Source: an optimization exercise on an open RTL-to-GDS flow (aim: a short achievable clock period and few clock cycles). Production flows keep margins and buffers that such runs may drop.
Function was checked by simulation only, so behaviour that the tests miss may differ from the original.
Power and IR drop assume default switching activity.

===== flow/standard.sh =====
#!/bin/bash
# synth_recipe.tcl (not shown) runs the flow's synth.tcl, then flattens the netlist and writes it again
# the make line also repeats each setting of config.mk as NAME=value (left out here)
make -C /OpenROAD-flow-scripts/flow DESIGN_CONFIG=/design/flow/config.mk WORK_HOME=/design/flow/orfs CLKGATE_MAP_FILE= SYNTH_SCRIPT=/design/flow/synth_recipe.tcl "${@:-finish}"

===== flow/design.v =====
module col216_core (
    input  wire        clk,
    input  wire        rst,           
    input  wire [15:0] prog_len,      
    output wire [15:0] imem_addr,
    input  wire [31:0] imem_rdata,
    output wire [17:0] dmem_addr,     
    output wire        dmem_we,
    output wire [31:0] dmem_wdata,
    input  wire [31:0] dmem_rdata,
    output wire        wb_valid,      
    output wire [4:0]  wb_rd,
    output wire [31:0] wb_data,
    output wire        halted,
    output wire        fault,
    output wire [2:0]  fault_code,
    output wire [15:0] fault_pc
);
    localparam OP_ADD  = 6'd1;
    localparam OP_SUB  = 6'd2;
    localparam OP_MUL  = 6'd3;
    localparam OP_SLT  = 6'd4;
    localparam OP_ADDI = 6'd5;
    localparam OP_LW   = 6'd6;
    localparam OP_SW   = 6'd7;
    localparam OP_BEQ  = 6'd8;
    localparam OP_BNE  = 6'd9;
    localparam OP_J    = 6'd10;
    localparam F_INVREG  = 3'd1;
    localparam F_INVLAB  = 3'd2;
    localparam F_MEMADDR = 3'd3;
    localparam F_SYNTAX  = 3'd4;
    reg [31:0] rf [1:31];             
    reg [31:1] rf_ok;                 
    reg [15:0] n_r;                   
    reg        fault_r;
    reg [2:0]  fault_code_r;
    reg [15:0] fault_pc_r;
    reg        halted_r;              
    reg        dmem_we_r;             
    reg        wb_valid_r;            
    reg [15:0] pc;
    reg        f_ok;                  
    reg [1:0]  bht_c [0:63];          
    reg [63:0] bht_seen;              
    reg [63:0] lp_tv;                 
    reg [3:0]  lp_trip [0:63];
    reg [3:0]  lp_cnt  [0:63];
    reg [63:0] lp_cv;                 
    reg [63:0] f_hv;                  
    reg        upd_v;
    reg [5:0]  upd_idx;
    reg        upd_taken;
    reg        upd_back;
    reg [1:0]  upd_old;               
    reg [3:0]  upd_cnt;               
    reg        upd_tv;
    reg [3:0]  upd_trip;
    reg        ir_v;
    reg [31:0] ir;
    reg [15:0] ir_pc;
    reg        ir_pred;
    reg        idex_v;
    reg [15:0] idex_pc;
    reg [31:0] idex_d1;
    reg [31:0] idex_d2;
    reg [1:0]  idex_s1;               
    reg [1:0]  idex_s2;
    reg [31:0] idex_md1;              
    reg [31:0] idex_md2;
    reg [1:0]  idex_as1;              
    reg [31:0] idex_imm;
    reg [4:0]  idex_dest;
    reg        idex_rw;
    reg        idex_add, idex_sub, idex_mul, idex_slt, idex_addi;
    reg        idex_lw, idex_sw, idex_beq, idex_bne;
    reg        idex_pred;
    reg        idex_r_eq;             
    reg        idex_r_ne;             
    reg [8:0]  idex_cmp;              
    reg        idex_eq_dd;            
    reg        idex_back;             
    reg [15:0] idex_alt;              
    reg        idex_alt_ok;           
    reg        idex_df;               
    reg [2:0]  idex_dcode;
    reg [33:0] idex_klo;              
    reg [33:0] idex_khi;              
    reg        exmem_v;
    reg        exmem_rw;
    reg        exmem_mr;
    reg        exmem_mw;
    reg        exmem_mul;
    reg [4:0]  exmem_dest;
    reg [31:0] exmem_res;
    reg [31:0] exmem_sv;              
    reg [17:0] exmem_addr;            
    reg        exmem_br;              
    reg        exmem_back;
    reg        exmem_bne;
    reg        exmem_taken;
    reg [5:0]  exmem_bidx;
    reg  [31:0] exmem_mv0;
    reg  [31:0] exmem_mv1;
    reg  [31:0] exmem_mv2;
    reg  [31:0] exmem_mv3;
    reg        memwb_v;
    reg        memwb_rw;
    reg [4:0]  memwb_dest;
    reg [31:0] memwb_val;
    reg [4:0]  wb_rd_r;               
    reg [31:0] wb_data_r;
    wire [31:0] ex_a = idex_s1[0] ? exmem_res : idex_s1[1] ? memwb_val : idex_d1;
    wire [31:0] ex_b = idex_s2[0] ? exmem_res : idex_s2[1] ? memwb_val : idex_d2;
    wire [31:0] ex_add  = ex_a + ex_b;
    wire [31:0] ex_sub  = ex_a - ex_b;
    wire        ex_slt  = $signed(ex_a) < $signed(ex_b);
    wire [31:0] ex_addi = ex_a + idex_imm;
    wire [31:0] ex_ab   = idex_as1[0] ? exmem_res : idex_as1[1] ? memwb_val : idex_d1;
    wire [32:0] ex_ea   = {ex_ab[31], ex_ab} + {idex_imm[31], idex_imm};
    wire [33:0] ex_elo  = {{2{ex_ab[31]}}, ex_ab} + idex_klo;
    wire [33:0] ex_ehi  = {{2{ex_ab[31]}}, ex_ab} + idex_khi;
    wire        ex_ea_bad = (ex_ab[1:0] != idex_imm[1:0] * 2'd3)  
                          | ex_elo[33]                           
                          | ~ex_ehi[33];                         
    wire        ex_fault  = idex_v & (idex_df | ((idex_lw | idex_sw) & ex_ea_bad));
    wire [2:0]  ex_fcode  = idex_df ? idex_dcode : F_MEMADDR;
    wire        eq_em    = (exmem_res == memwb_val);
    wire        eq_ed    = (exmem_res == idex_d2);
    wire        eq_md    = (memwb_val == idex_d2);
    wire        eq_de    = (idex_d1 == exmem_res);
    wire        eq_dm    = (idex_d1 == memwb_val);
    wire        ex_eq    = idex_cmp[0] | idex_cmp[4]
                         | ((idex_cmp[1] | idex_cmp[3]) & eq_em)
                         | (idex_cmp[2] & eq_ed)
                         | (idex_cmp[5] & eq_md)
                         | (idex_cmp[6] & eq_de)
                         | (idex_cmp[7] & eq_dm)
                         | (idex_cmp[8] & idex_eq_dd);
    wire        ex_taken = (idex_beq & ex_eq) | (idex_bne & ~ex_eq);
    wire        ex_isbr  = idex_beq | idex_bne;
    wire        redir    = ex_eq ? idex_r_eq : idex_r_ne;
    wire [31:0] ex_res = ({32{idex_add}}  & ex_add)
                       | ({32{idex_sub}}  & ex_sub)
                       | ({32{idex_slt}}  & {31'd0, ex_slt})
                       | ({32{idex_addi}} & ex_addi);
    wire [31:0] mul_a = idex_md1;
    wire [31:0] mul_b = idex_md2;
    wire [32:0] mbb = {mul_b, 1'b0};
    wire [31:0] mul_a2 = {mul_a[30:0], 1'b0};
    wire mb1_0 = mbb[1] ^ mbb[0];
    wire mb2_0 = (mbb[2] & ~mbb[1] & ~mbb[0]) | (~mbb[2] & mbb[1] & mbb[0]);
    wire mbn_0 = mbb[2];
    wire [31:0] mpp0 = ((({32{mb1_0}} & mul_a) | ({32{mb2_0}} & mul_a2)) ^ {32{mbn_0}}) << 0;
    wire mb1_1 = mbb[3] ^ mbb[2];
    wire mb2_1 = (mbb[4] & ~mbb[3] & ~mbb[2]) | (~mbb[4] & mbb[3] & mbb[2]);
    wire mbn_1 = mbb[4];
    wire [31:0] mpp1 = ((({32{mb1_1}} & mul_a) | ({32{mb2_1}} & mul_a2)) ^ {32{mbn_1}}) << 2;
    wire mb1_2 = mbb[5] ^ mbb[4];
    wire mb2_2 = (mbb[6] & ~mbb[5] & ~mbb[4]) | (~mbb[6] & mbb[5] & mbb[4]);
    wire mbn_2 = mbb[6];
    wire [31:0] mpp2 = ((({32{mb1_2}} & mul_a) | ({32{mb2_2}} & mul_a2)) ^ {32{mbn_2}}) << 4;
    wire mb1_3 = mbb[7] ^ mbb[6];
    wire mb2_3 = (mbb[8] & ~mbb[7] & ~mbb[6]) | (~mbb[8] & mbb[7] & mbb[6]);
    wire mbn_3 = mbb[8];
    wire [31:0] mpp3 = ((({32{mb1_3}} & mul_a) | ({32{mb2_3}} & mul_a2)) ^ {32{mbn_3}}) << 6;
    wire mb1_4 = mbb[9] ^ mbb[8];
    wire mb2_4 = (mbb[10] & ~mbb[9] & ~mbb[8]) | (~mbb[10] & mbb[9] & mbb[8]);
    wire mbn_4 = mbb[10];
    wire [31:0] mpp4 = ((({32{mb1_4}} & mul_a) | ({32{mb2_4}} & mul_a2)) ^ {32{mbn_4}}) << 8;
    wire mb1_5 = mbb[11] ^ mbb[10];
    wire mb2_5 = (mbb[12] & ~mbb[11] & ~mbb[10]) | (~mbb[12] & mbb[11] & mbb[10]);
    wire mbn_5 = mbb[12];
    wire [31:0] mpp5 = ((({32{mb1_5}} & mul_a) | ({32{mb2_5}} & mul_a2)) ^ {32{mbn_5}}) << 10;
    wire mb1_6 = mbb[13] ^ mbb[12];
    wire mb2_6 = (mbb[14] & ~mbb[13] & ~mbb[12]) | (~mbb[14] & mbb[13] & mbb[12]);
    wire mbn_6 = mbb[14];
    wire [31:0] mpp6 = ((({32{mb1_6}} & mul_a) | ({32{mb2_6}} & mul_a2)) ^ {32{mbn_6}}) << 12;
    wire mb1_7 = mbb[15] ^ mbb[14];
    wire mb2_7 = (mbb[16] & ~mbb[15] & ~mbb[14]) | (~mbb[16] & mbb[15] & mbb[14]);
    wire mbn_7 = mbb[16];
    wire [31:0] mpp7 = ((({32{mb1_7}} & mul_a) | ({32{mb2_7}} & mul_a2)) ^ {32{mbn_7}}) << 14;
    wire mb1_8 = mbb[17] ^ mbb[16];
    wire mb2_8 = (mbb[18] & ~mbb[17] & ~mbb[16]) | (~mbb[18] & mbb[17] & mbb[16]);
    wire mbn_8 = mbb[18];
    wire [31:0] mpp8 = ((({32{mb1_8}} & mul_a) | ({32{mb2_8}} & mul_a2)) ^ {32{mbn_8}}) << 16;
    wire mb1_9 = mbb[19] ^ mbb[18];
    wire mb2_9 = (mbb[20] & ~mbb[19] & ~mbb[18]) | (~mbb[20] & mbb[19] & mbb[18]);
    wire mbn_9 = mbb[20];
    wire [31:0] mpp9 = ((({32{mb1_9}} & mul_a) | ({32{mb2_9}} & mul_a2)) ^ {32{mbn_9}}) << 18;
    wire mb1_10 = mbb[21] ^ mbb[20];
    wire mb2_10 = (mbb[22] & ~mbb[21] & ~mbb[20]) | (~mbb[22] & mbb[21] & mbb[20]);
    wire mbn_10 = mbb[22];
    wire [31:0] mpp10 = ((({32{mb1_10}} & mul_a) | ({32{mb2_10}} & mul_a2)) ^ {32{mbn_10}}) << 20;
    wire mb1_11 = mbb[23] ^ mbb[22];
    wire mb2_11 = (mbb[24] & ~mbb[23] & ~mbb[22]) | (~mbb[24] & mbb[23] & mbb[22]);
    wire mbn_11 = mbb[24];
    wire [31:0] mpp11 = ((({32{mb1_11}} & mul_a) | ({32{mb2_11}} & mul_a2)) ^ {32{mbn_11}}) << 22;
    wire mb1_12 = mbb[25] ^ mbb[24];
    wire mb2_12 = (mbb[26] & ~mbb[25] & ~mbb[24]) | (~mbb[26] & mbb[25] & mbb[24]);
    wire mbn_12 = mbb[26];
    wire [31:0] mpp12 = ((({32{mb1_12}} & mul_a) | ({32{mb2_12}} & mul_a2)) ^ {32{mbn_12}}) << 24;
    wire mb1_13 = mbb[27] ^ mbb[26];
    wire mb2_13 = (mbb[28] & ~mbb[27] & ~mbb[26]) | (~mbb[28] & mbb[27] & mbb[26]);
    wire mbn_13 = mbb[28];
    wire [31:0] mpp13 = ((({32{mb1_13}} & mul_a) | ({32{mb2_13}} & mul_a2)) ^ {32{mbn_13}}) << 26;
    wire mb1_14 = mbb[29] ^ mbb[28];
    wire mb2_14 = (mbb[30] & ~mbb[29] & ~mbb[28]) | (~mbb[30] & mbb[29] & mbb[28]);
    wire mbn_14 = mbb[30];
    wire [31:0] mpp14 = ((({32{mb1_14}} & mul_a) | ({32{mb2_14}} & mul_a2)) ^ {32{mbn_14}}) << 28;
    wire mb1_15 = mbb[31] ^ mbb[30];
    wire mb2_15 = (mbb[32] & ~mbb[31] & ~mbb[30]) | (~mbb[32] & mbb[31] & mbb[30]);
    wire mbn_15 = mbb[32];
    wire [31:0] mpp15 = ((({32{mb1_15}} & mul_a) | ({32{mb2_15}} & mul_a2)) ^ {32{mbn_15}}) << 30;
    wire [31:0] mppc = {1'b0, mbn_15, 1'b0, mbn_14, 1'b0, mbn_13, 1'b0, mbn_12, 1'b0, mbn_11, 1'b0, mbn_10, 1'b0, mbn_9, 1'b0, mbn_8, 1'b0, mbn_7, 1'b0, mbn_6, 1'b0, mbn_5, 1'b0, mbn_4, 1'b0, mbn_3, 1'b0, mbn_2, 1'b0, mbn_1, 1'b0, mbn_0};
    wire [31:0] mts0_0 = mpp0 ^ mpp1 ^ mpp2;
    wire [31:0] mtc0_0 = {((mpp0[30:0] & mpp1[30:0]) | (mpp0[30:0] & mpp2[30:0]) | (mpp1[30:0] & mpp2[30:0])), 1'b0};
    wire [31:0] mts0_1 = mpp3 ^ mpp4 ^ mpp5;
    wire [31:0] mtc0_1 = {((mpp3[30:0] & mpp4[30:0]) | (mpp3[30:0] & mpp5[30:0]) | (mpp4[30:0] & mpp5[30:0])), 1'b0};
    wire [31:0] mts0_2 = mpp6 ^ mpp7 ^ mpp8;
    wire [31:0] mtc0_2 = {((mpp6[30:0] & mpp7[30:0]) | (mpp6[30:0] & mpp8[30:0]) | (mpp7[30:0] & mpp8[30:0])), 1'b0};
    wire [31:0] mts0_3 = mpp9 ^ mpp10 ^ mpp11;
    wire [31:0] mtc0_3 = {((mpp9[30:0] & mpp10[30:0]) | (mpp9[30:0] & mpp11[30:0]) | (mpp10[30:0] & mpp11[30:0])), 1'b0};
    wire [31:0] mts0_4 = mpp12 ^ mpp13 ^ mpp14;
    wire [31:0] mtc0_4 = {((mpp12[30:0] & mpp13[30:0]) | (mpp12[30:0] & mpp14[30:0]) | (mpp13[30:0] & mpp14[30:0])), 1'b0};
    wire [31:0] mts1_0 = mts0_0 ^ mtc0_0 ^ mts0_1;
    wire [31:0] mtc1_0 = {((mts0_0[30:0] & mtc0_0[30:0]) | (mts0_0[30:0] & mts0_1[30:0]) | (mtc0_0[30:0] & mts0_1[30:0])), 1'b0};
    wire [31:0] mts1_1 = mtc0_1 ^ mts0_2 ^ mtc0_2;
    wire [31:0] mtc1_1 = {((mtc0_1[30:0] & mts0_2[30:0]) | (mtc0_1[30:0] & mtc0_2[30:0]) | (mts0_2[30:0] & mtc0_2[30:0])), 1'b0};
    wire [31:0] mts1_2 = mts0_3 ^ mtc0_3 ^ mts0_4;
    wire [31:0] mtc1_2 = {((mts0_3[30:0] & mtc0_3[30:0]) | (mts0_3[30:0] & mts0_4[30:0]) | (mtc0_3[30:0] & mts0_4[30:0])), 1'b0};
    wire [31:0] mts1_3 = mtc0_4 ^ mpp15 ^ mppc;
    wire [31:0] mtc1_3 = {((mtc0_4[30:0] & mpp15[30:0]) | (mtc0_4[30:0] & mppc[30:0]) | (mpp15[30:0] & mppc[30:0])), 1'b0};
    wire [31:0] mts2_0 = mts1_0 ^ mtc1_0 ^ mts1_1;
    wire [31:0] mtc2_0 = {((mts1_0[30:0] & mtc1_0[30:0]) | (mts1_0[30:0] & mts1_1[30:0]) | (mtc1_0[30:0] & mts1_1[30:0])), 1'b0};
    wire [31:0] mts2_1 = mtc1_1 ^ mts1_2 ^ mtc1_2;
    wire [31:0] mtc2_1 = {((mtc1_1[30:0] & mts1_2[30:0]) | (mtc1_1[30:0] & mtc1_2[30:0]) | (mts1_2[30:0] & mtc1_2[30:0])), 1'b0};
    wire [31:0] mts3_0 = mts2_0 ^ mtc2_0 ^ mts2_1;
    wire [31:0] mtc3_0 = {((mts2_0[30:0] & mtc2_0[30:0]) | (mts2_0[30:0] & mts2_1[30:0]) | (mtc2_0[30:0] & mts2_1[30:0])), 1'b0};
    wire [31:0] mts3_1 = mtc2_1 ^ mts1_3 ^ mtc1_3;
    wire [31:0] mtc3_1 = {((mtc2_1[30:0] & mts1_3[30:0]) | (mtc2_1[30:0] & mtc1_3[30:0]) | (mts1_3[30:0] & mtc1_3[30:0])), 1'b0};
    wire [31:0] mms4_0 = exmem_mv0 ^ exmem_mv1 ^ exmem_mv2;
    wire [31:0] mmc4_0 = {((exmem_mv0[30:0] & exmem_mv1[30:0]) | (exmem_mv0[30:0] & exmem_mv2[30:0]) | (exmem_mv1[30:0] & exmem_mv2[30:0])), 1'b0};
    wire [31:0] mms5_0 = mms4_0 ^ mmc4_0 ^ exmem_mv3;
    wire [31:0] mmc5_0 = {((mms4_0[30:0] & mmc4_0[30:0]) | (mms4_0[30:0] & exmem_mv3[30:0]) | (mmc4_0[30:0] & exmem_mv3[30:0])), 1'b0};
    wire [31:0] mul_final = mms5_0 + mmc5_0;
    wire [31:0] mem_val = exmem_mr ? dmem_rdata : exmem_mul ? mul_final : exmem_res;
    wire [1:0]  bu_old  = bht_seen[exmem_bidx] ? bht_c[exmem_bidx] : (exmem_bne ? 2'd2 : 2'd1);
    wire [3:0]  bu_cnt  = lp_cv[exmem_bidx] ? lp_cnt[exmem_bidx] : 4'd0;
    wire [1:0]  up_ctr  = upd_taken ? ((upd_old == 2'd3) ? 2'd3 : upd_old + 2'd1)
                                    : ((upd_old == 2'd0) ? 2'd0 : upd_old - 2'd1);
    wire        up_tv   = upd_back ? (upd_taken ? (upd_tv & (upd_cnt != 4'hf)) : 1'b1) : upd_tv;
    wire [3:0]  up_cnt  = upd_back ? (upd_taken ? upd_cnt + 4'd1 : 4'd0) : upd_cnt;
    wire [3:0]  up_trip = (upd_back & ~upd_taken) ? upd_cnt : upd_trip;
    wire        up_hv   = up_tv ? (up_cnt != up_trip) : up_ctr[1];
    wire [5:0]  op    = ir[31:26];
    wire [4:0]  rs    = ir[25:21];
    wire [4:0]  rt    = ir[20:16];
    wire [4:0]  rd    = ir[15:11];
    wire d_add  = (op == OP_ADD);
    wire d_sub  = (op == OP_SUB);
    wire d_mul  = (op == OP_MUL);
    wire d_slt  = (op == OP_SLT);
    wire d_addi = (op == OP_ADDI);
    wire d_lw   = (op == OP_LW);
    wire d_sw   = (op == OP_SW);
    wire d_beq  = (op == OP_BEQ);
    wire d_bne  = (op == OP_BNE);
    wire d_j    = (op == OP_J);
    wire is_r   = d_add | d_sub | d_mul | d_slt;
    wire is_br  = d_beq | d_bne;
    wire op_ok  = (op >= 6'd1) & (op <= 6'd10);
    wire bad_syntax = ~op_ok | (is_r & (ir[10:0] != 11'd0));
    wire bad_reg    = (is_r & (rd == 5'd0)) | ((d_addi | d_lw) & (rt == 5'd0));
    wire bad_label  = (is_br & (ir[15] | (ir[15:0] > n_r)))
                    | (d_j  & (ir[25] | (ir[24:16] != 9'd0) | (ir[15:0] > n_r)));
    wire d_df       = bad_syntax | bad_reg | bad_label;
    wire [2:0] d_dcode = bad_syntax ? F_SYNTAX : bad_reg ? F_INVREG : F_INVLAB;
    wire       use_rs = (is_r | d_addi | d_lw | d_sw | is_br) & (rs != 5'd0);
    wire       use_rt = (is_r | d_sw | is_br) & (rt != 5'd0);
    wire       writes = is_r | d_addi | d_lw;
    wire [4:0] dest   = is_r ? rd : rt;
    wire ex_late  = idex_v & idex_rw & (idex_lw | idex_mul);
    wire hazard   = ex_late & ((use_rs & (rs == idex_dest)) | (use_rt & (rt == idex_dest)));
    wire mul_haz  = d_mul & ((idex_v & idex_rw &
                              ((use_rs & (rs == idex_dest)) | (use_rt & (rt == idex_dest))))
                           | (exmem_v & exmem_rw & (exmem_mr | exmem_mul) &
                              ((use_rs & (rs == exmem_dest)) | (use_rt & (rt == exmem_dest)))));
    wire stall    = ir_v & (hazard | mul_haz);
    wire f1_ex  = use_rs & idex_v  & idex_rw  & (idex_dest  == rs);
    wire f1_mem = use_rs & exmem_v & exmem_rw & (exmem_dest == rs);
    wire f2_ex  = use_rt & idex_v  & idex_rw  & (idex_dest  == rt);
    wire f2_mem = use_rt & exmem_v & exmem_rw & (exmem_dest == rt);
    wire        wb_en  = memwb_v & memwb_rw;
    wire [31:0] wb_dec = 32'd1 << memwb_dest;
    wire [31:0] rf_ok0 = {rf_ok, 1'b0};
    wire [31:0] rdata1 = (wb_en && rs != 5'd0 && memwb_dest == rs) ? memwb_val :
                         rf_ok0[rs] ? rf[rs] : 32'd0;
    wire [31:0] rdata2 = (wb_en && rt != 5'd0 && memwb_dest == rt) ? memwb_val :
                         rf_ok0[rt] ? rf[rt] : 32'd0;
    wire [2:0]  src1   = f1_ex ? 3'b001 : f1_mem ? 3'b010 : 3'b100;    
    wire [2:0]  src2   = f2_ex ? 3'b001 : f2_mem ? 3'b010 : 3'b100;
    wire [15:0] ir_pc1 = ir_pc + 16'd1;
    wire [15:0] d_alt  = ir_pred ? ir_pc1 : ir[15:0];
    wire [15:0] f_pc1  = pc + 16'd1;
    wire [5:0]  f_op   = imem_rdata[31:26];
    wire        f_j    = (f_op == OP_J);
    wire        f_br   = (f_op == OP_BEQ) | (f_op == OP_BNE);
    wire [5:0]  f_idx  = pc[5:0];
    wire        f_hint = bht_seen[f_idx] ? f_hv[f_idx] : (f_op == OP_BNE);
    wire        f_pred = f_br & f_hint;
    wire        f_take = f_j | f_pred;
    integer i;
    always @(posedge clk) begin
        if (rst) begin
            n_r          <= prog_len;
            fault_r      <= 1'b0;
            fault_code_r <= 3'd0;
            fault_pc_r   <= 16'd0;
        end else if (!fault_r) begin
            fault_r      <= ex_fault;
            fault_code_r <= ex_fcode;
            fault_pc_r   <= idex_pc;
        end
    end
    always @(posedge clk) begin
        if (rst) begin
            halted_r   <= prog_len == 16'd0;
            dmem_we_r  <= 1'b0;
            wb_valid_r <= 1'b0;
        end else begin
            halted_r   <= ~fault_r & ~f_ok & ~ir_v & ~idex_v & ~exmem_v;
            dmem_we_r  <= idex_v & idex_sw & ~fault_r & ~ex_fault;
            wb_valid_r <= exmem_v & exmem_rw & ~fault_r & ~ex_fault;
        end
    end
    always @(posedge clk) begin
        if (rst) begin
            pc           <= 16'd0;
            f_ok         <= prog_len != 16'd0;
            ir_v         <= 1'b0;
            idex_v       <= 1'b0;
            idex_r_eq    <= 1'b0;
            idex_r_ne    <= 1'b0;
            exmem_v      <= 1'b0;
            memwb_v      <= 1'b0;
            bht_seen     <= 64'd0;
            lp_tv        <= 64'd0;
            lp_cv        <= 64'd0;
            upd_v        <= 1'b0;
        end else begin
            memwb_v <= exmem_v;
            exmem_v <= idex_v;
            idex_v  <= ir_v & ~stall & ~redir;
            idex_r_eq <= ir_v & ~stall & ~redir & ((d_beq & ~ir_pred) | (d_bne & ir_pred));
            idex_r_ne <= ir_v & ~stall & ~redir & ((d_beq & ir_pred) | (d_bne & ~ir_pred));
            if (redir) begin
                ir_v <= 1'b0;
                pc   <= idex_alt;
                f_ok <= idex_alt_ok;
            end else if (!stall) begin
                ir_v <= f_ok;
                if (f_ok) begin
                    pc   <= f_take ? imem_rdata[15:0] : f_pc1;
                    f_ok <= f_take ? (imem_rdata[15:0] < n_r) : (f_pc1 < n_r);
                end
            end
            upd_v <= exmem_v & exmem_br;
            if (upd_v) begin
                bht_seen[upd_idx] <= 1'b1;
                lp_tv[upd_idx]    <= up_tv;
                if (upd_back)
                    lp_cv[upd_idx] <= 1'b1;
            end
        end
    end
    always @(posedge clk) begin
        if (rst)
            rf_ok <= 31'd0;
        else if (wb_en)
            rf_ok <= rf_ok | wb_dec[31:1];
    end
    always @(posedge clk) begin
        if (wb_en)
            rf[memwb_dest] <= memwb_val;
    end
    always @(posedge clk) begin
        upd_idx   <= exmem_bidx;
        upd_taken <= exmem_taken;
        upd_back  <= exmem_back;
        upd_old   <= bu_old;
        upd_cnt   <= bu_cnt;
        upd_tv    <= lp_tv[exmem_bidx];
        upd_trip  <= lp_trip[exmem_bidx];
        if (upd_v) begin
            bht_c[upd_idx]   <= up_ctr;
            lp_cnt[upd_idx]  <= up_cnt;
            lp_trip[upd_idx] <= up_trip;
            f_hv[upd_idx]    <= up_hv;
        end
        memwb_rw   <= exmem_rw;
        memwb_dest <= exmem_dest;
        memwb_val  <= mem_val;
        if (exmem_rw) begin
            wb_rd_r   <= exmem_dest;
            wb_data_r <= mem_val;
        end
        exmem_rw    <= idex_rw;
        exmem_mr    <= idex_lw;
        exmem_mw    <= idex_sw;
        exmem_mul   <= idex_mul;
        exmem_dest  <= idex_dest;
        exmem_res   <= ex_res;
        if (idex_sw)
            exmem_sv <= ex_b;
        if (idex_lw | idex_sw)
            exmem_addr <= ex_ea[19:2];
        exmem_br    <= idex_v & ex_isbr;
        exmem_back  <= idex_back;
        exmem_bne   <= idex_bne;
        exmem_taken <= ex_taken;
        exmem_bidx  <= idex_pc[5:0];
        exmem_mv0 <= mts3_0;
        exmem_mv1 <= mtc3_0;
        exmem_mv2 <= mts3_1;
        exmem_mv3 <= mtc3_1;
        idex_pc     <= ir_pc;
        idex_d1     <= rdata1;
        idex_d2     <= rdata2;
        idex_s1     <= {f1_mem & ~f1_ex, f1_ex};
        idex_s2     <= {f2_mem & ~f2_ex, f2_ex};
        idex_md1    <= ~d_mul ? 32'd0 : f1_mem ? exmem_res : rdata1;
        idex_md2    <= ~d_mul ? 32'd0 : f2_mem ? exmem_res : rdata2;
        idex_as1    <= {f1_mem & ~f1_ex & (d_lw | d_sw), f1_ex & (d_lw | d_sw)};
        idex_imm    <= {{16{ir[15]}}, ir[15:0]};
        idex_dest   <= dest;
        idex_rw     <= writes;
        idex_add    <= d_add;
        idex_sub    <= d_sub;
        idex_mul    <= d_mul;
        idex_slt    <= d_slt;
        idex_addi   <= d_addi;
        idex_lw     <= d_lw;
        idex_sw     <= d_sw;
        idex_beq    <= d_beq;
        idex_bne    <= d_bne;
        idex_pred   <= ir_pred;
        idex_cmp    <= {src1[2] & src2[2], src1[2] & src2[1], src1[2] & src2[0],
                        src1[1] & src2[2], src1[1] & src2[1], src1[1] & src2[0],
                        src1[0] & src2[2], src1[0] & src2[1], src1[0] & src2[0]};
        idex_eq_dd  <= rdata1 == rdata2;
        idex_back   <= ir[15:0] <= ir_pc;
        idex_alt    <= d_alt;
        idex_alt_ok <= d_alt < n_r;
        idex_df     <= d_df;
        idex_dcode  <= d_dcode;
        idex_klo    <= {{18{ir[15]}}, ir[15:0]} - {16'd0, n_r, 2'b00};
        idex_khi    <= {{18{ir[15]}}, ir[15:0]} - 34'h100000;
        if (!stall) begin
            ir      <= imem_rdata;
            ir_pc   <= pc;
            ir_pred <= f_pred;
        end
    end
    assign imem_addr  = pc;
    assign dmem_addr  = exmem_addr;
    assign dmem_we    = dmem_we_r;
    assign dmem_wdata = exmem_sv;
    assign wb_valid   = wb_valid_r;
    assign wb_rd      = wb_rd_r;
    assign wb_data    = wb_data_r;
    assign halted     = halted_r;
    assign fault      = fault_r;
    assign fault_code = fault_code_r;
    assign fault_pc   = fault_pc_r;
endmodule

===== flow/constraint.sdc =====
create_clock -name core_clock -period 11.0 [get_ports {clk}]
set_input_delay 2.2000 -clock core_clock [delete_from_list [all_inputs] [get_ports {clk}]]
set_output_delay 2.2000 -clock core_clock [all_outputs]
set_load 0.01 [all_outputs]

===== flow/config.mk =====
export PLATFORM = sky130hd
export DESIGN_NAME = col216_core
export DESIGN_NICKNAME = col216_core
export VERILOG_FILES = /design/flow/design.v
export SDC_FILE = /design/flow/constraint.sdc
export NUM_CORES = 4
export LEC_CHECK = 0
export ABC_CLOCK_PERIOD_IN_PS = 3000
export CAP_MARGIN = 20
export CELL_PAD_IN_SITES_GLOBAL_PLACEMENT = 2
export CORE_MARGIN = 2
export CORE_UTILIZATION = 35
export PLACE_DENSITY = 0.5
export SLEW_MARGIN = 20
export TNS_END_PERCENT = 100

===== flow/flow/run.sh =====
#!/bin/bash
set -euo pipefail
bash standard.sh SETUP_SLACK_MARGIN=7 \
  "BUFFER_PORTS_ARGS=-buffer_cell sky130_fd_sc_hd__buf_4" \
  finish > standard.log 2>&1

==> results.txt, run 1 <==
- F_max: 239.7 MHz
- Clk pin slew, worst setup/hold paths: 60 ps
- Initial antenna violation count: 40
- Type of the worst min-delay path: reg -> reg
- Post-synthesis simple-gate area fraction: 8.011%
- Fin crit share: 37.93%
- Area grow syn2layout: 18.39%
- Syn. warnings: 1
- CP startpoint: exmem_mv0[10]
- CTS tree: done
- Worst slack, placed: 5129 ps
- Setup Total Neg Slack: 0 ps
- DRT Pass-1 Iters: 7
- Avg Cell Area, Syn: 12.23 sq um
- Final Power: 22.92 mW
- CORE AREA: 0.3823 sq mm
- Max cap viols: 0
- Initial Util: 35.13%
- Post-Route WL: 562100 um
- Clock sink total: 2556
- Peak VDD IR: 0.1247 mV
- Worst EP arrival: 4800 ps
- Placer Congestion: 0.8653
- Root buffer cell: clkbuf_16
- EDFF count, synth: 1849
- CTS H-tree depth: 5
- WL/cell: 34.04 um
- Main combinational cell family by area after synthesis: multiplexers
- Worst-Margin Slew: 1140 ps
- Compound-gate portion of the synthesized area: 10.86%
- Crit path to: wb_data_r[29]
- Number of synthesized register bits: 2556
- R2R setup slack: 6830 ps
- Worst-skew pair later-pin latency: 950 ps
- Die Y: 623.5 um
- Final nets: 11.84k
- DIE WIDTH: 623.5 um
- Final ANT Viol Nets: 0
- Unrepaired setup endpoints after global routing: yes
- Reg-to-reg critical path startpoint: exmem_mv0[10]
- Crit Path Category: reg -> reg
- Critical path capture point type: flip-flop
- Mapped Area: 0.1343 sq mm
- Slowest-stage cell, CP: a2111o_1
- Routed vias/inst: 5.829
- Buffers on Ports: 207
- R2r endpoint: wb_data_r[29]
- Critical Path RT: 11630 ps
- # DRC: 0
- Clock buffer count from CTS: 310
- Seq/Total Area, Yosys: 51.88%
- Ys flop type: edfxtp_1
- Fraction of layout cells with a size suffix above 1: 22.44%
- Row count: 227
- Cells after synthesis: 10.98k
- Post-synth ARST share: 0%
- P per Cell Area: 144.1 mW/mm^2
- Min Hold Slack: 328.6 ps
- Relative slew slack: 23.23%
- Period minus WS final: 4172 ps
- Outcome: no timing/DRC/antenna violations
- Final Skew: 70.09 ps
- Vias in the first global route: 95.80k
- Synth cell types: 81
- All-Layer GR Usage: 28.08%
- DRT iter0 DRCs: 8996
- Critical path fanouts, max: 4
- Xor/xnor share of the synthesized area: 2.908%
- Post-synthesis net count: 11.61k
- Overflow after GRT: 0
- IO Count: 208
- Pin count of the biggest net entering global routing: 113
- Clock buffer depth: 4
- Post-Synth Adder-Cell Area: 6.978%
- Fillers: 35.54k
- Post-synthesis mux area share: 15.76%
- Final setup violation count: 0
- Crit path cell chain: fa_1, ha_1, ha_4, and3_4, a221o_1, a21oi_2, o211ai_1, a31oi_2, o21bai_4, a2111o_1, a41oi_2, xnor2_2, mux2i_4, o21ai_2
- Worst setup margin: 6828 ps
- Max-slew violation count: 0
- Static leakage power: 55.32 nW
- Hpwl dp: 360200 um
- R2r worst-path depth: 14
- Total Die Area: 0.3887 sq mm
- Core Util, Final: 41.59%
- DR vias: 96.26k
- Hold Fails Final Rpt: 0
- First-pass GRT wire length: 775000 um
- Worst stage delay on the critical path: 460 ps
- Startpoint Class: flip-flop
-- layout make-up --
cell class                      count  area [sq um]  area share [%]
Multi-Input combinational cell   7188         62620           39.38
Inverter                          341          1292          0.8129
Clock buffer                      427          8589           5.402
Timing Repair inverter              1         7.507        0.004721
Clock inverter                    133          1348          0.8475
Tap cell                         5038          6304           3.964
Antenna cell                       19         47.55         0.02990
Timing Repair Buffer              812          8845           5.563
Sequential cell                  2556         69950           43.99
-- cells by family after synthesis --
group                    after synthesis
flip-flops                          2556
AND/OR/NAND/NOR                     2446
AO/OA/AOI/OAI                       2334
multiplexers                        1313
buffers and inverters               1236
adder cells (fa/ha/maj)              647
XOR/XNOR                             446
-- where the power goes --
part	switching (mW)	internal [mW]
registers	0.146	10.4
clock network	4.31	5.89
logic	1.37	0.819
total	5.82	17.1
-- how the worst min path moves through the flow --
| stage | startpoint | to | cells past startpoint |
|---|---|---|---|
| 6_report | exmem_back | upd_back | 0 |
| 5_1_grt | exmem_taken | upd_taken | 0 |
| 4_1_cts | exmem_back | upd_back | 0 |
| 3_5_place_dp | exmem_back | upd_back | 0 |
| 3_3_place_gp | idex_back | exmem_back | 0 |
| 2_1_floorplan | idex_back | exmem_back | 0 |
-- registers in the layout (all words and copies together) (netlist names), 18 cells and up, named ones only --
register,cells
lp_trip,256
idex_d2,32
exmem_mv2,23
exmem_mv1,26
exmem_addr,18
lp_tv,64
ir,32
idex_md1,32
exmem_sv,32
idex_d1,32
idex_klo,18
lp_cnt,256
rf_ok,31
f_hv,64
rf,992
bht_c,128
exmem_res,32
lp_cv,64
idex_md2,32
exmem_mv0,32
wb_data_r,32
bht_seen,64
memwb_val,32
-- per-layer routing --
| layer | track usage (%) | vias to the layer above | part of all wire [%] |
|---|---|---|---|
| met5 | 0 | - | 0.014 |
| met4 | 8.393 | 12 | 3.5 |
| met3 | 3.469 | 736 | 5.6 |
| met2 | 46.47 | 3352 | 47 |
| met1 | 38.52 | 50403 | 44 |
| li1 | - | 41761 | - |
-- through the flow --
stage | instances | cell area [sq um]
after global routing | 16504 | 159000
after CTS | 16396 | 156600
after detailed placement | 15669 | 141900
after global placement | 15662 | 141900
final | 16515 | 159000
after floorplan | 10978 | 134400
-- Yosys cell counts, types with 60 or more instances --
cell | n | area [sq um]
a221oi_1 | 145 | 1270
ha_1 | 345 | 4317
nor3_1 | 60 | 300.3
o22ai_1 | 75 | 469.2
clkbuf_1 | 670 | 2515
nor2_1 | 807 | 3029
dfxtp_1 | 707 | 14150
a22oi_1 | 182 | 1366
fa_1 | 203 | 4064
mux2i_1 | 598 | 5986
nand4_1 | 72 | 450.4
edfxtp_1 | 1849 | 55520
nand3_1 | 137 | 685.7
buf_1 | 124 | 465.5
a21o_1 | 60 | 450.4
xor2_1 | 135 | 1182
mux2_2 | 82 | 923.4
a21oi_1 | 678 | 3393
nand2_1 | 952 | 3573
nor2b_1 | 119 | 744.5
maj3_1 | 99 | 991.0
mux4_2 | 633 | 14260
inv_1 | 340 | 1276
o21ai_0 | 642 | 3213
a211oi_1 | 72 | 540.5
o21a_1 | 67 | 503.0
xnor2_1 | 311 | 2724
nand2b_1 | 102 | 638.1
buf_2 | 77 | 385.4
-- critical path, delay by kind of cell, from the launching register on --
| family | cells | cell delay, ps |
|---|---|---|
| mux | 1 | 320 |
| flops | 1 | 320 |
| simple gates | 1 | 180 |
| xor+xnor | 1 | 150 |
| fa+ha+maj | 3 | 1000 |
| compound gates | 8 | 1920 |
-- placed cells by master (no fill, tap or decap), types with 305 or more instances in the layout --
cell type  Yosys  routed
buf_4         19     586
mux4_2       633     633
xnor2_1      311     305
nor2_1       807     741
edfxtp_1    1849    1849
o21ai_0      642     513
dfxtp_1      707     589
inv_1        340     333
mux2i_1      598     576
nand2_1      952     943
a21oi_1      678     627
clkbuf_16      0     331
-- what timing repair did --
action,4_1_cts,5_1_grt
endpoints found under the setup margin,375,137
gates resized for setup,620,315
pin swaps,52,101
setup buffers,132,86
cloned,35,11
hold buffers,0,0
Testbench counts, summed over its fixed seeds: cycles 103,971.
==> run 2, diff against run 1 <==
==> flow/flow/run.sh (replaced) <==
#!/bin/bash
set -euo pipefail
bash standard.sh SETUP_SLACK_MARGIN=7.5 \
  "BUFFER_PORTS_ARGS=-buffer_cell sky130_fd_sc_hd__buf_4" \
  finish > standard.log 2>&1
==> run 2 against run 1 <==
Area after synthesis unchanged. Clock skew increased by 19 ps. Register-to-register slack improved by 40 ps. Largest cell class unchanged. Highest routed layer unchanged.
==> results.txt, run 2 <==
- Outcome: no timing/DRC/antenna violations (unchanged)
- Overflow after GRT: 0 (unchanged)
- Max-slew violation count: 0 (unchanged)
- Final ANT Viol Nets: 0 (unchanged)
- Post-synthesis net count: 11.61k (unchanged)
- Area post-placement: 0.1420 sq mm (was 0.1419 sq mm)
- Worst-skew pair later-pin latency: 960 ps (was 950 ps)
- Hpwl dp: 378600 um (was 360200 um)
- Total Die Area: 0.3887 sq mm (unchanged)
- F_max: 242.3 MHz (was 239.7 MHz)
- Buffers on Ports: 207 (unchanged)
- P per Cell Area: 138.9 mW/mm^2 (was 144.1 mW/mm^2)
- All-Layer GR Usage: 30.35% (was 28.08%)
- Design Area, Final: 0.1673 sq mm (was 0.1590 sq mm)
- Area leader, netlist: edfxtp_1 (unchanged)
- WL/cell: 36.79 um (was 34.04 um)
- Seq/Total Area, Yosys: 51.88% (unchanged)
- DR vias: 99.45k (was 96.26k)
- # DRC: 0 (unchanged)
- Hold Fails Final Rpt: 0 (unchanged)
- Area grow syn2layout: 24.56% (was 18.39%)
- Top-count cell post-synth: edfxtp_1 (unchanged)
- Startpoint Class: flip-flop (unchanged)
- Final Skew: 89.05 ps (was 70.09 ps)
- Clock sink total: 2556 (unchanged)
- Initial antenna violation count: 47 (was 40)
- R2r endpoint: exmem_mv0[31] (was wb_data_r[29])
- Static leakage power: 58.55 nW (was 55.32 nW)
- Critical path capture point type: flip-flop (unchanged)
- DRT iter0 DRCs: 10.77k (was 8996)
- Post-Route WL: 620800 um (was 562100 um)
- Ys flop type: edfxtp_1 (unchanged)
- Worst-Margin Slew: 1196 ps (was 1140 ps)
- Final setup violation count: 0 (unchanged)
- CP startpoint: idex_md1[14] (was exmem_mv0[10])
- Post-synth ARST share: 0% (unchanged)
- CORE AREA: 0.3823 sq mm (unchanged)
- Critical path fanouts, max: 36 (was 4)
- Placer Congestion: 0.8672 (was 0.8653)
- IO Count: 208 (unchanged)
- Crit path to: exmem_mv0[31] (was wb_data_r[29])
- Cells after synthesis: 10.98k (unchanged)
- Crit Path Category: reg -> reg (unchanged)
- Worst EP arrival: 4940 ps (was 4800 ps)
- Number of synthesized register bits: 2556 (unchanged)
- Most frequent cells after synthesis: edfxtp_1, nand2_1, nor2_1, dfxtp_1, a21oi_1 (unchanged)
- Fillers: 35.04k (was 35.54k)
- EDFF count, synth: 1849 (unchanged)
- Peak VDD IR: 0.1520 mV (was 0.1247 mV)
- Top cells by area, synth: edfxtp_1, mux4_2, dfxtp_1, mux2i_1, ha_1 (unchanged)
- Root buffer cell: clkbuf_16 (unchanged)
- Critical Path RT: 11810 ps (was 11630 ps)
- Worst setup margin: 6873 ps (was 6828 ps)
- CTS tree: done (unchanged)
- CTS Hold Buffers Added: 0 (unchanged)
- Most frequent cells in the layout: edfxtp_1, nand2_1, nor2_1, mux4_2, buf_4 (was edfxtp_1, nand2_1, nor2_1, mux4_2, a21oi_1)
- Mapped Area: 0.1343 sq mm (unchanged)
- Synth top area share: 41.34% (unchanged)
- R2r worst-path depth: 15 (was 14)
- Setup Total Neg Slack: 0 ps (unchanged)
- Final nets: 12.19k (was 11.84k)
- Min Hold Slack: 332.3 ps (was 328.6 ps)
- Avg Cell Area, Syn: 12.23 sq um (unchanged)
- Unrepaired setup endpoints after global routing: yes (unchanged)
- Routed vias/inst: 5.894 (was 5.829)
- Worst slack, placed: 5358 ps (was 5129 ps)
- DRT Pass-1 Iters: 8 (was 7)
- First-pass GRT wire length: 823100 um (was 775000 um)
- Commonest non-fill, non-tap cell in the layout: edfxtp_1 (unchanged)
- Largest regs: rf (992), lp_cnt (256), lp_trip (256) (unchanged)
- Clk pin slew, worst setup/hold paths: 60 ps (about the same)
- DIE WIDTH: 623.5 um (unchanged)
- Most flops, register: rf (unchanged)
- Max reg flops: 992 (unchanged)
- Vias in the first global route: 96.78k (was 95.80k)
- Type of the worst min-delay path: reg -> reg (unchanged)
- Clock buffer depth: 4 (unchanged)
- Clock buffer count from CTS: 306 (was 310)
- Max cap viols: 0 (unchanged)
- Fraction of layout cells with a size suffix above 1: 28.52% (was 22.44%)
- Syn. warnings: 1 (unchanged)
- Pin count of the biggest net entering global routing: 207 (was 113)
- Row count: 227 (unchanged)
- Fin crit share: 37.52% (was 37.93%)
- Reg-to-reg critical path startpoint: idex_md1[14] (was exmem_mv0[10])
- CTS H-tree depth: 5 (unchanged)
- Relative slew slack: 19.63% (was 23.23%)
- R2R setup slack: 6870 ps (was 6830 ps)
- Synth cell types: 81 (unchanged)
- Initial Util: 35.13% (unchanged)
- Period minus WS final: 4127 ps (was 4172 ps)
- Die Y: 623.5 um (unchanged)
## run 2: stage by stage
step	total power, mW	cells	util (%)
final	23.24	16872	43.76
after global routing	23.90	16865	43.76
after CTS	23.28	16619	42.47
after detailed placement	12.82	15641	37.16
after global placement	12.81	15635	37.13
after floorplan	11.90	10978	-
## run 2: logic make-up (layout without fill, tap and decap cells)
| logic type | after synthesis | after routing | share of synthesized area (%) |
|---|---|---|---|
| AOI/OAI and AO/OA | 2334 | 2334 | 10.86 |
| DFF | 2556 | 2556 | 51.88 |
| and+or+nand+nor | 2446 | 2449 | 8.011 |
| xor gates and xnor gates | 446 | 446 | 2.908 |
| muxes | 1313 | 1314 | 15.76 |
| other | 0 | 22 | 0 |
| buffers and inverters | 1236 | 2066 | 3.602 |
| adders and majority gates | 647 | 647 | 6.978 |
## run 2: worst min-delay path by stage
stage                          start    endpoint  slack (ps)  cells past startpoint
final                     exmem_back    upd_back         330                      0
after CTS                  idex_back  exmem_back         340                      0
after floorplan            idex_back  exmem_back         310                      0
after detailed placement   idex_back  exmem_back         320                      0
after global routing      exmem_back    upd_back         340                      0
after global placement    exmem_back    upd_back         320                      0
## run 2: final cells by class
class,count,area (sq um),share of cell area (%)
well taps,5038,6304,3.768
clock inverters,155,1406,0.8406
multi-input cells,7190,64930,38.81
clock buffers,408,8493,5.077
diodes,22,55.05,0.03291
flip-flops and latches,2556,70150,41.93
repair buffers,1161,14650,8.756
repair inverters,1,7.507,0.004487
inverters,341,1305,0.7800
## run 2: what timing repair did
| action | in CTS | in global routing |
|---|---|---|
| endpoints found under the setup margin | 708 | 405 |
| hold endpoints to repair | 0 | 0 |
| setup buffers | 340 | 187 |
| gates resized for setup | 1388 | 493 |
| cloned | 75 | 43 |
| pin swaps | 257 | 181 |
## run 2: critical path: stages, from the launching register on
cell      delay, ps
dfxtp_2         330
buf_12          160
maj3_2          390
o221ai_4        210
fa_2            520
fa_1            520
inv_1            80
fa_2            410
xnor2_2         140
xnor2_1         150
xnor2_1         220
xnor2_1         110
xnor2_1         240
xnor2_1         170
xnor2_1         160
xnor2_1          90
## run 2: where the power goes
group          internal, mW  total, mW  leakage (nW)  switching [mW]
clock                  5.89       10.2          4.84            4.32
sequential             10.4       10.5          22.6           0.152
combinational         0.957       2.49          31.1            1.54
total                  17.2       23.2          58.5            6.01
## run 2: metal layers
metal,track usage [%],part of all wire [%]
met5,0,0.015
met4,9.387,3.8
met3,5.422,7.7
met1,41.77,43
met2,48.66,46
==> run 3, diff against run 2 <==
--- a/flow/design.v
+++ b/flow/design.v
@@ -246,3 +246,3 @@
     wire [31:0] mul_final = mms5_0 + mmc5_0;
-    wire [31:0] mem_val = exmem_mr ? dmem_rdata : exmem_mul ? mul_final : exmem_res;
+    wire [31:0] mem_val = exmem_mul ? mul_final : exmem_mr ? dmem_rdata : exmem_res;
     wire [1:0]  bu_old  = bht_seen[exmem_bidx] ? bht_c[exmem_bidx] : (exmem_bne ? 2'd2 : 2'd1);
@@ -403,6 +403,4 @@
         memwb_val  <= mem_val;
-        if (exmem_rw) begin
-            wb_rd_r   <= exmem_dest;
-            wb_data_r <= mem_val;
-        end
+        wb_rd_r   <= exmem_dest & {5{exmem_rw}};
+        wb_data_r <= mem_val & {32{exmem_rw}};
         exmem_rw    <= idex_rw;
@@ -413,6 +411,4 @@
         exmem_res   <= ex_res;
-        if (idex_sw)
-            exmem_sv <= ex_b;
-        if (idex_lw | idex_sw)
-            exmem_addr <= ex_ea[19:2];
+        exmem_sv    <= ex_b & {32{idex_sw}};
+        exmem_addr  <= ex_ea[19:2] & {18{idex_lw | idex_sw}};
         exmem_br    <= idex_v & ex_isbr;
==> flow/flow/run.sh (replaced) <==
#!/bin/bash
set -euo pipefail
bash standard.sh SETUP_SLACK_MARGIN=7 \
  "BUFFER_PORTS_ARGS=-buffer_cell sky130_fd_sc_hd__buf_4" \
  finish > standard.log 2>&1
==> run 3 against run 2 <==
Sequential power hardly changed. Clock-buffer cell count is 7 lower. Cell area is 5.9% lower. Clock power hardly changed. Area after synthesis is 0.25% lower. Synthesized cell count is 0.47% lower. Sequential cell count stayed put. Hold slack better by 5.7 ps. Register-to-register slack worse by 80 ps. Utilization is 2.5 points lower. Largest power group unchanged. Total power is 1.2% higher.
==> results.txt, run 3 <==
- Final ANT Viol Nets: 0 (unchanged)
- Most frequent cells in the layout: edfxtp_1, nor2_1, nand2_1, mux4_2, dfxtp_1 (was edfxtp_1, nand2_1, nor2_1, mux4_2, buf_4)
- DIE WIDTH: 622.7 um (was 623.5 um)
- Final setup violation count: 0 (unchanged)
- Synth top area share: 39.49% (was 41.34%)
- Ys flop type: edfxtp_1 (unchanged)
- Commonest non-fill, non-tap cell in the layout: edfxtp_1 (unchanged)
- Hold Fails Final Rpt: 0 (unchanged)
- Unrepaired setup endpoints after global routing: yes (unchanged)
- Avg Cell Area, Syn: 12.26 sq um (was 12.23 sq um)
- WL/cell: 34.46 um (was 36.79 um)
- Post-synthesis simple-gate area fraction: 8.591% (was 8.011%)
- Die Y: 622.7 um (was 623.5 um)
- Clock buffer count from CTS: 312 (was 306)
- Relative slew slack: 21.25% (was 19.63%)
- IO Count: 208 (unchanged)
- Pin count of the biggest net entering global routing: 116 (was 207)
- EDFF count, synth: 1762 (was 1849)
- Sw Ratio: 26.12% (was 25.86%)
- Main combinational cell family by area after synthesis: multiplexers (unchanged)
- Routed vias/inst: 5.845 (was 5.894)
- Number of synthesized register bits: 2556 (unchanged)
- Worst-Margin Slew: 1175 ps (was 1196 ps)
- Fraction of layout cells with a size suffix above 1: 21.78% (was 28.52%)
- Fin crit share: 38.29% (was 37.52%)
- Power share of the clock group: 44.1% (was 43.9%)
- DRT Pass-1 Iters: 8 (unchanged)
- Max-slew violation count: 0 (unchanged)
- Slowest-stage cell, CP: fa_2 (unchanged)
- Post-synthesis mux area share: 15.76% (about the same)
- Clk pin slew, worst setup/hold paths: 60 ps (about the same)
- DRT iter0 DRCs: 9141 (was 10.77k)
- Setup Total Neg Slack: 0 ps (unchanged)
- Power Internal: 17.37 mW (was 17.23 mW)
- Post-synthesis net count: 11.56k (was 11.61k)
- Area grow syn2layout: 17.44% (was 24.56%)
- Buf+Inv Stages, Crit Path: 2 (unchanged)
- Seq/Total Area, Yosys: 51.36% (was 51.88%)
- Row count: 227 (unchanged)
- Crit Path Category: reg -> reg (unchanged)
- F_max: 237.4 MHz (was 242.3 MHz)
- Top cells by area, synth: edfxtp_1, mux4_2, dfxtp_1, mux2i_1, ha_1 (unchanged)
- Mapped Area: 0.1340 sq mm (was 0.1343 sq mm)
- CP most frequent cell: xnor2_1 (unchanged)
- R2R setup slack: 6790 ps (was 6870 ps)
- CORE AREA: 0.3817 sq mm (was 0.3823 sq mm)
- Overflow after GRT: 0 (unchanged)
- Largest regs: rf (992), lp_cnt (256), lp_trip (256) (unchanged)
- Clock buffer depth: 4 (unchanged)
- Compound-gate portion of the synthesized area: 10.68% (was 10.86%)
- Peak VDD IR: 0.1351 mV (was 0.1520 mV)
- Critical Path RT: 11750 ps (was 11810 ps)
- Type of the worst min-delay path: reg -> reg (unchanged)
- Initial Util: 35.10% (was 35.13%)
- Worst stage delay on the critical path: 560 ps (was 520 ps)
- P per Cell Area: 149.4 mW/mm^2 (was 138.9 mW/mm^2)
- Area leader, netlist: edfxtp_1 (unchanged)
- Clock sink total: 2556 (unchanged)
- Placer Congestion: 0.8573 (was 0.8672)
- Worst EP arrival: 4970 ps (was 4940 ps)
- Most flops, register: rf (unchanged)
- Startpoint Class: flip-flop (unchanged)
- DR vias: 95.95k (was 99.45k)
- Hpwl dp: 365600 um (was 378600 um)
- Initial antenna violation count: 40 (was 47)
- CTS H-tree depth: 5 (unchanged)
- Critical path capture point type: flip-flop (unchanged)
- Synth cell types: 87 (was 81)
- Total Die Area: 0.3878 sq mm (was 0.3887 sq mm)
- Psw: 6.140 mW (was 6.008 mW)
- All-Layer GR Usage: 28.38% (was 30.35%)
- Buffers on Ports: 207 (unchanged)
- CTS tree: done (unchanged)
- Post-Synth Adder-Cell Area: 7.002% (was 6.978%)
- Post-synth ARST share: 0% (unchanged)
- Vias in the first global route: 95.49k (was 96.78k)
- Worst-skew pair later-pin latency: 980 ps (was 960 ps)
- First-pass GRT wire length: 778600 um (was 823100 um)
- Final nets: 11.74k (was 12.19k)
- Outcome: no timing/DRC/antenna violations (unchanged)
- Most frequent cells after synthesis: edfxtp_1, nor2_1, nand2_1, dfxtp_1, mux4_2 (was edfxtp_1, nand2_1, nor2_1, dfxtp_1, a21oi_1)
- Logic pwr share: 11.0% (was 10.7%)
- Final Skew: 82.38 ps (was 89.05 ps)
- Xor/xnor share of the synthesized area: 2.896% (was 2.908%)
- Static leakage power: 54.78 nW (was 58.55 nW)
- Largest delay share family, worst path: adder cells (unchanged)
- Critical path fanouts, max: 6 (was 36)
- # DRC: 0 (unchanged)
- Worst slack, placed: 5479 ps (was 5358 ps)
- Cells after synthesis: 10.93k (was 10.98k)
- Fillers: 35.65k (was 35.04k)
- Period minus WS final: 4212 ps (was 4127 ps)
- Syn. warnings: 1 (unchanged)
- Root buffer cell: clkbuf_16 (unchanged)
- Post-Route WL: 565700 um (was 620800 um)
- Max reg flops: 992 (unchanged)
- Max cap viols: 0 (unchanged)
- Crit path cell chain: buf_4, nand2b_4, o21ai_0, nand2_1, o221ai_2, fa_2, fa_1, inv_2, fa_2, xnor2_2, xnor2_1, xnor2_1, xnor2_1, xnor2_1, xnor2_1, xnor2_1, xnor2_1, xnor2_1 (was buf_12, maj3_2, o221ai_4, fa_2, fa_1, inv_1, fa_2, xnor2_2, xnor2_1, xnor2_1, xnor2_1, xnor2_1, xnor2_1, xnor2_1, xnor2_1)
- Seq pwr share: 44.9% (was 45.3%)
- Worst setup margin: 6788 ps (was 6873 ps)
- Top-count cell post-synth: edfxtp_1 (unchanged)
## run 3: cell count changes in the layout (fill, tap and decap cells not counted), moves of 76 or more
cell	change
buf_6	-182
nor2_1	+169
dfxtp_1	+164
nand2_1	-137
mux2i_1	-123
a211oi_1	+108
edfxtp_1	-87
mux4_2	+80
o21ai_2	-76
## run 3: path summary, 6_finish.rpt
path,start,end,cells after the start
max,idex_md2[11],exmem_mv0[31],18
max reg2reg,idex_md2[11],exmem_mv0[31],18
min,exmem_taken,upd_taken,0
min reg2reg,exmem_taken,upd_taken,0
## run 3: timing repair
action	in CTS	in global routing
hold buffers	0	0
setup endpoints to repair	404	173
gates cloned	36	8
setup buffers	130	34
pin swaps	45	42
gates resized for setup	516	164
## run 3: through the flow
step / cell area, sq um / total power, mW / util [%] / hold WS (ps) / instances
final: 157300 / 23.51 / 41.22 / 338.0 / 16417
after global routing: 157300 / 24.26 / 41.21 / 348.2 / 16408
after CTS: 156000 / 23.73 / 40.88 / 343.8 / 16358
after detailed placement: 141500 / 13.18 / 37.07 / 312.1 / 15620
after global placement: 141400 / 13.17 / 37.04 / 315.2 / 15617
after floorplan: 134200 / 12.14 / - / 309.6 / 10926
## run 3: power by group through the flow
stage | clock, mW | combinational (mW) | sequential, mW
3_3_place_gp | 0 | 2.39 | 10.8
2_1_floorplan | 0 | 1.47 | 10.7
5_1_grt | 11.0 | 2.73 | 10.6
4_1_cts | 10.6 | 2.56 | 10.6
3_5_place_dp | 0 | 2.40 | 10.8
6_report | 10.4 | 2.58 | 10.6
## run 3: routing by layer
layer	global-route usage (%)	up-vias	part of all wire (%)
li1	-	41486	-
met3	3.953	786	5.7
met1	38.74	50316	43
met4	8.928	24	3.7
met5	0	-	0.026
met2	46.68	3341	47
## run 3: kinds of logic (layout without fill, tap and decap cells)
group | after synthesis | in the layout
muxes | 1213 | 1214
DFF | 2556 | 2556
and+or+nand+nor | 2576 | 2577
xor gates and xnor gates | 443 | 444
other | 0 | 14
buffers and inverters | 1236 | 1672
adders and majority gates | 648 | 648
AOI/OAI and AO/OA | 2254 | 2254
## run 3: cell type report
cell class / count / area, sq um / share of cell area, %
diodes: 14 / 35.03 / 0.02227
clock buffers: 401 / 8442 / 5.365
clock inverters: 171 / 1717 / 1.091
inverters: 357 / 1350 / 0.8580
multi-input cells: 7137 / 62460 / 39.70
flip-flops and latches: 2556 / 69040 / 43.87
well taps: 5038 / 6304 / 4.006
repair buffers: 742 / 7995 / 5.081
repair inverters: 1 / 5.005 / 0.003181
Testbench counts of run 3, summed over its fixed seeds: cycles 103,971.
==> run 4, diff against run 3 <==
--- a/flow/design.v
+++ b/flow/design.v
@@ -106,2 +106,4 @@
     reg  [31:0] exmem_mv3;
+    reg  [31:0] exmem_mv4;
+    reg  [31:0] exmem_mv5;
     reg        memwb_v;
@@ -237,10 +239,10 @@
     wire [31:0] mtc2_1 = {((mtc1_1[30:0] & mts1_2[30:0]) | (mtc1_1[30:0] & mtc1_2[30:0]) | (mts1_2[30:0] & mtc1_2[30:0])), 1'b0};
-    wire [31:0] mts3_0 = mts2_0 ^ mtc2_0 ^ mts2_1;
-    wire [31:0] mtc3_0 = {((mts2_0[30:0] & mtc2_0[30:0]) | (mts2_0[30:0] & mts2_1[30:0]) | (mtc2_0[30:0] & mts2_1[30:0])), 1'b0};
-    wire [31:0] mts3_1 = mtc2_1 ^ mts1_3 ^ mtc1_3;
-    wire [31:0] mtc3_1 = {((mtc2_1[30:0] & mts1_3[30:0]) | (mtc2_1[30:0] & mtc1_3[30:0]) | (mts1_3[30:0] & mtc1_3[30:0])), 1'b0};
-    wire [31:0] mms4_0 = exmem_mv0 ^ exmem_mv1 ^ exmem_mv2;
-    wire [31:0] mmc4_0 = {((exmem_mv0[30:0] & exmem_mv1[30:0]) | (exmem_mv0[30:0] & exmem_mv2[30:0]) | (exmem_mv1[30:0] & exmem_mv2[30:0])), 1'b0};
-    wire [31:0] mms5_0 = mms4_0 ^ mmc4_0 ^ exmem_mv3;
-    wire [31:0] mmc5_0 = {((mms4_0[30:0] & mmc4_0[30:0]) | (mms4_0[30:0] & exmem_mv3[30:0]) | (mmc4_0[30:0] & exmem_mv3[30:0])), 1'b0};
+    wire [31:0] mms3_0 = exmem_mv0 ^ exmem_mv1 ^ exmem_mv2;
+    wire [31:0] mmc3_0 = {((exmem_mv0[30:0] & exmem_mv1[30:0]) | (exmem_mv0[30:0] & exmem_mv2[30:0]) | (exmem_mv1[30:0] & exmem_mv2[30:0])), 1'b0};
+    wire [31:0] mms3_1 = exmem_mv3 ^ exmem_mv4 ^ exmem_mv5;
+    wire [31:0] mmc3_1 = {((exmem_mv3[30:0] & exmem_mv4[30:0]) | (exmem_mv3[30:0] & exmem_mv5[30:0]) | (exmem_mv4[30:0] & exmem_mv5[30:0])), 1'b0};
+    wire [31:0] mms4_0 = mms3_0 ^ mmc3_0 ^ mms3_1;
+    wire [31:0] mmc4_0 = {((mms3_0[30:0] & mmc3_0[30:0]) | (mms3_0[30:0] & mms3_1[30:0]) | (mmc3_0[30:0] & mms3_1[30:0])), 1'b0};
+    wire [31:0] mms5_0 = mms4_0 ^ mmc4_0 ^ mmc3_1;
+    wire [31:0] mmc5_0 = {((mms4_0[30:0] & mmc4_0[30:0]) | (mms4_0[30:0] & mmc3_1[30:0]) | (mmc4_0[30:0] & mmc3_1[30:0])), 1'b0};
     wire [31:0] mul_final = mms5_0 + mmc5_0;
@@ -418,6 +420,8 @@
         exmem_bidx  <= idex_pc[5:0];
-        exmem_mv0 <= mts3_0;
-        exmem_mv1 <= mtc3_0;
-        exmem_mv2 <= mts3_1;
-        exmem_mv3 <= mtc3_1;
+        exmem_mv0 <= mts2_0;
+        exmem_mv1 <= mtc2_0;
+        exmem_mv2 <= mts2_1;
+        exmem_mv3 <= mtc2_1;
+        exmem_mv4 <= mts1_3;
+        exmem_mv5 <= mtc1_3;
         idex_pc     <= ir_pc;
==> run 4 against run 3 <==
Area after synthesis increased by 0.96%. Hold slack worse by 2.7 ps. Still clean on timing, DRC and antenna. Final cell count up 1.2%. Clock-buffer cell count increased by 29. Clock power is essentially flat. Total power increased by 2.6%. Critical path depth rose by 2. Cell area up 0.17%. Global-route usage about the same. Sequential share of layout area up 0.22 points.
==> results.txt, run 4 <==
- Largest regs: rf (992), lp_cnt (256), lp_trip (256) (unchanged)
- Setup Total Neg Slack: 0 ps (unchanged)
- Psw: 6.400 mW (was 6.140 mW)
- Overflow after GRT: 0 (unchanged)
- F_max: 247.5 MHz (was 237.4 MHz)
- Logic pwr share: 11.6% (was 11.0%)
- Crit Path Category: reg -> reg (unchanged)
- Buffers on Ports: 207 (unchanged)
- CTS H-tree depth: 5 (unchanged)
- WL/cell: 34.35 um (was 34.46 um)
- Max-slew violation count: 0 (unchanged)
- Hold Fails Final Rpt: 0 (unchanged)
- Dpl cells: 15.80k (was 15.62k)
- Final non-filler cell total: 16.61k (was 16.42k)
- DRT iter0 DRCs: 9749 (was 9141)
- Number of synthesized register bits: 2579 (was 2556)
- Post-synth ARST share: 0% (unchanged)
- Critical Path RT: 11790 ps (was 11750 ps)
- Ys flop type: edfxtp_1 (unchanged)
- # DRC: 0 (unchanged)
- Most flops, register: rf (unchanged)
- Power Internal: 17.72 mW (was 17.37 mW)
- Initial antenna violation count: 39 (was 40)
- Max reg flops: 992 (unchanged)
- Worst stage delay on the critical path: 400 ps (was 560 ps)
- Power share of the clock group: 43.8% (was 44.1%)
- Outcome: no timing/DRC/antenna violations (unchanged)
- Syn. warnings: 1 (unchanged)
- DR vias: 96.91k (was 95.95k)
- Routed vias/inst: 5.834 (was 5.845)
- CP most frequent cell: buf_4 (was xnor2_1)
- Sw Ratio: 26.53% (was 26.12%)
- Clock buffer count from CTS: 314 (was 312)
- EDFF count, synth: 1762 (unchanged)
- Total Die Area: 0.3914 sq mm (was 0.3878 sq mm)
- Fin crit share: 36.73% (was 38.29%)
- Most frequent cells after synthesis: edfxtp_1, nand2_1, dfxtp_1, nor2_1, a21oi_1 (was edfxtp_1, nor2_1, nand2_1, dfxtp_1, mux4_2)
- Sequential cell area: 0.06950 sq mm (was 0.06904 sq mm)
- Root buffer cell: clkbuf_16 (unchanged)
- Fillers: 36.11k (was 35.65k)
- Final nets: 11.86k (was 11.74k)
- P per Cell Area: 153.1 mW/mm^2 (was 149.4 mW/mm^2)
- Row count: 228 (was 227)
- Clock sink total: 2579 (was 2556)
- Multi-input gate area: 0.06276 sq mm (was 0.06246 sq mm)
- Peak VDD IR: 0.1174 mV (was 0.1351 mV)
- Worst EP arrival: 4830 ps (was 4970 ps)
- Worst slack, placed: 5695 ps (was 5479 ps)
- Slowest-stage cell, CP: dfxtp_4 (was fa_2)
- Area grow syn2layout: 16.53% (was 17.44%)
- Mapped Area: 0.1353 sq mm (was 0.1340 sq mm)
- Worst setup margin: 6959 ps (was 6788 ps)
- CTS tree: done (unchanged)
- Initial Util: 35.12% (was 35.10%)
- Vias in the first global route: 96.63k (was 95.49k)
- All-Layer GR Usage: 28.37% (was 28.38%)
- Post-synthesis net count: 11.74k (was 11.56k)
- Seq pwr share: 44.6% (was 44.9%)
- Clk pin slew, worst setup/hold paths: 60 ps (about the same)
- Clock buffer depth: 4 (unchanged)
- Critical path capture point type: flip-flop (unchanged)
- Critical path fanouts, max: 7 (was 6)
- Area leader, netlist: edfxtp_1 (unchanged)
- Crit path cell chain: buf_6, buf_16, mux2i_4, nor2_1, a21oi_2, buf_4, buf_4, inv_1, ha_1, a21oi_4, a21oi_2, o311ai_2, buf_4, a211oi_2, a211oi_2, a311oi_2, buf_4, a211oi_2, mux2i_1, or4_1 (was buf_4, nand2b_4, o21ai_0, nand2_1, o221ai_2, fa_2, fa_1, inv_2, fa_2, xnor2_2, xnor2_1, xnor2_1, xnor2_1, xnor2_1, xnor2_1, xnor2_1, xnor2_1, xnor2_1)
- Fraction of layout cells with a size suffix above 1: 21.10% (was 21.78%)
- Final Power: 24.13 mW (was 23.51 mW)
- Pin count of the biggest net entering global routing: 94 (was 116)
- Worst-Margin Slew: 1301 ps (was 1175 ps)
- Min Hold Slack: 335.4 ps (was 338.0 ps)
- Period minus WS final: 4041 ps (was 4212 ps)
- DRT Pass-1 Iters: 8 (unchanged)
[run 4: layout make-up]
class                      count  share of cell area [%]
sequential                  2579                   44.09
multi-input combinational   7216                   39.82
clock buffer                 430                   5.540
timing repair buffer         709                   4.452
tap                         5060                   4.017
clock inverter               148                  0.9946
inverter                     413                  0.9915
antenna                       58                 0.09208
[run 4: metal layers]
metal	up-vias	share of wire, %	global-route usage [%]	wire [um]
met3	776	5.7	3.768	32260
met5	-	0.0046	0	26
met2	3279	47	45.82	266300
met1	50732	44	39.05	250000
met4	4	3.9	10.10	22180
li1	42123	-	-	-
[run 4: worst paths after layout]
path                                 start            end  slack [ps]  depth (start not counted)
worst min register to register  idex_pc[5]  exmem_bidx[5]         340                          0
worst max register to register  idex_s2[1]  exmem_res[31]        6960                         20
worst max-delay path            idex_s2[1]  exmem_res[31]        6960                         20
worst min-delay path            idex_pc[5]  exmem_bidx[5]         340                          0
[run 4: repair_timing]
| action | CTS | global route |
|---|---|---|
| endpoints found under the hold margin | 0 | 0 |
| buffers inserted | 98 | 61 |
| gates cloned | 13 | 6 |
| gates resized for setup | 389 | 245 |
| pin swaps | 50 | 67 |
| hold buffers | 0 | 0 |
| setup endpoints to repair | 327 | 121 |
[run 4: worst max-delay path, delay by kind of cell (launching register included)]
family          cells  cell delay [ps]
mux                 2              330
simple gates        2              470
compound gates      8             1450
buf+inv             7             1000
fa+ha+maj           1              220
flops               1              400
[run 4: cells by family (layout without fill, tap and decap cells)]
group | count (synthesis) | in the layout | synth area share, %
buffers and inverters | 1320 | 1700 | 3.968
multiplexers | 1260 | 1260 | 15.55
adder cells (fa/ha/maj) | 661 | 661 | 7.032
other | 0 | 58 | 0
XOR/XNOR | 409 | 409 | 2.648
flip-flops | 2579 | 2579 | 51.21
AND/OR/NAND/NOR | 2450 | 2450 | 8.183
AO/OA/AOI/OAI | 2435 | 2436 | 11.41
[run 4: power by group through the flow]
stage | Clock (mW) | Combinational, mW | Sequential [mW]
finish | 10.6 | 2.80 | 10.8
global route | 11.1 | 2.96 | 10.8
CTS | 10.8 | 2.71 | 10.8
detailed placement | 0 | 2.52 | 11.0
global placement | 0 | 2.52 | 11.0
floorplan | 0 | 1.56 | 10.8
[run 4: stage by stage]
step                      instance area, sq um  util [%]
after floorplan                         135300         -
after detailed placement                142500     37.00
after global placement                  142400     36.97
final                                   157600     40.93
after global routing                    157600     40.92
after CTS                               155700     40.42
Testbench counts of run 4, summed over its fixed seeds: cycles 103,971.

## static timing again, ports no longer ideal
In the flow no input, the clock included, has a driving cell. The finished layouts below were timed again as built, in two steps.
Step 1, drivers: a clkbuf_16 drives clk and a buf_2 each remaining input, both assumed.
Step 2 moves the port delays by t, midway between the first and last clock arrival at a register: inputs arrive t later, outputs are due t later. That takes back most of the time a late clock gives input paths.
Three values: no drivers, after step 1, after step 2; two values: the first two.
run	shift t [ns]	slack for setup (ns)	worst slew at a driven data input, ns
run 1	1.028	6.828 / 6.828 / 6.375	0.24
run 2	1.034	6.873 / 6.819 / 6.478	0.18
run 3	1.038	6.788 / 6.788 / 6.332	0.20
run 4	1.023	6.959 / 6.959 / 6.368	0.14
After both steps setup and hold are still met in every run listed. For run 4, which loses most, drivers alone change the setup slack by 0.000 ns; drivers and shift together by -0.591 ns.
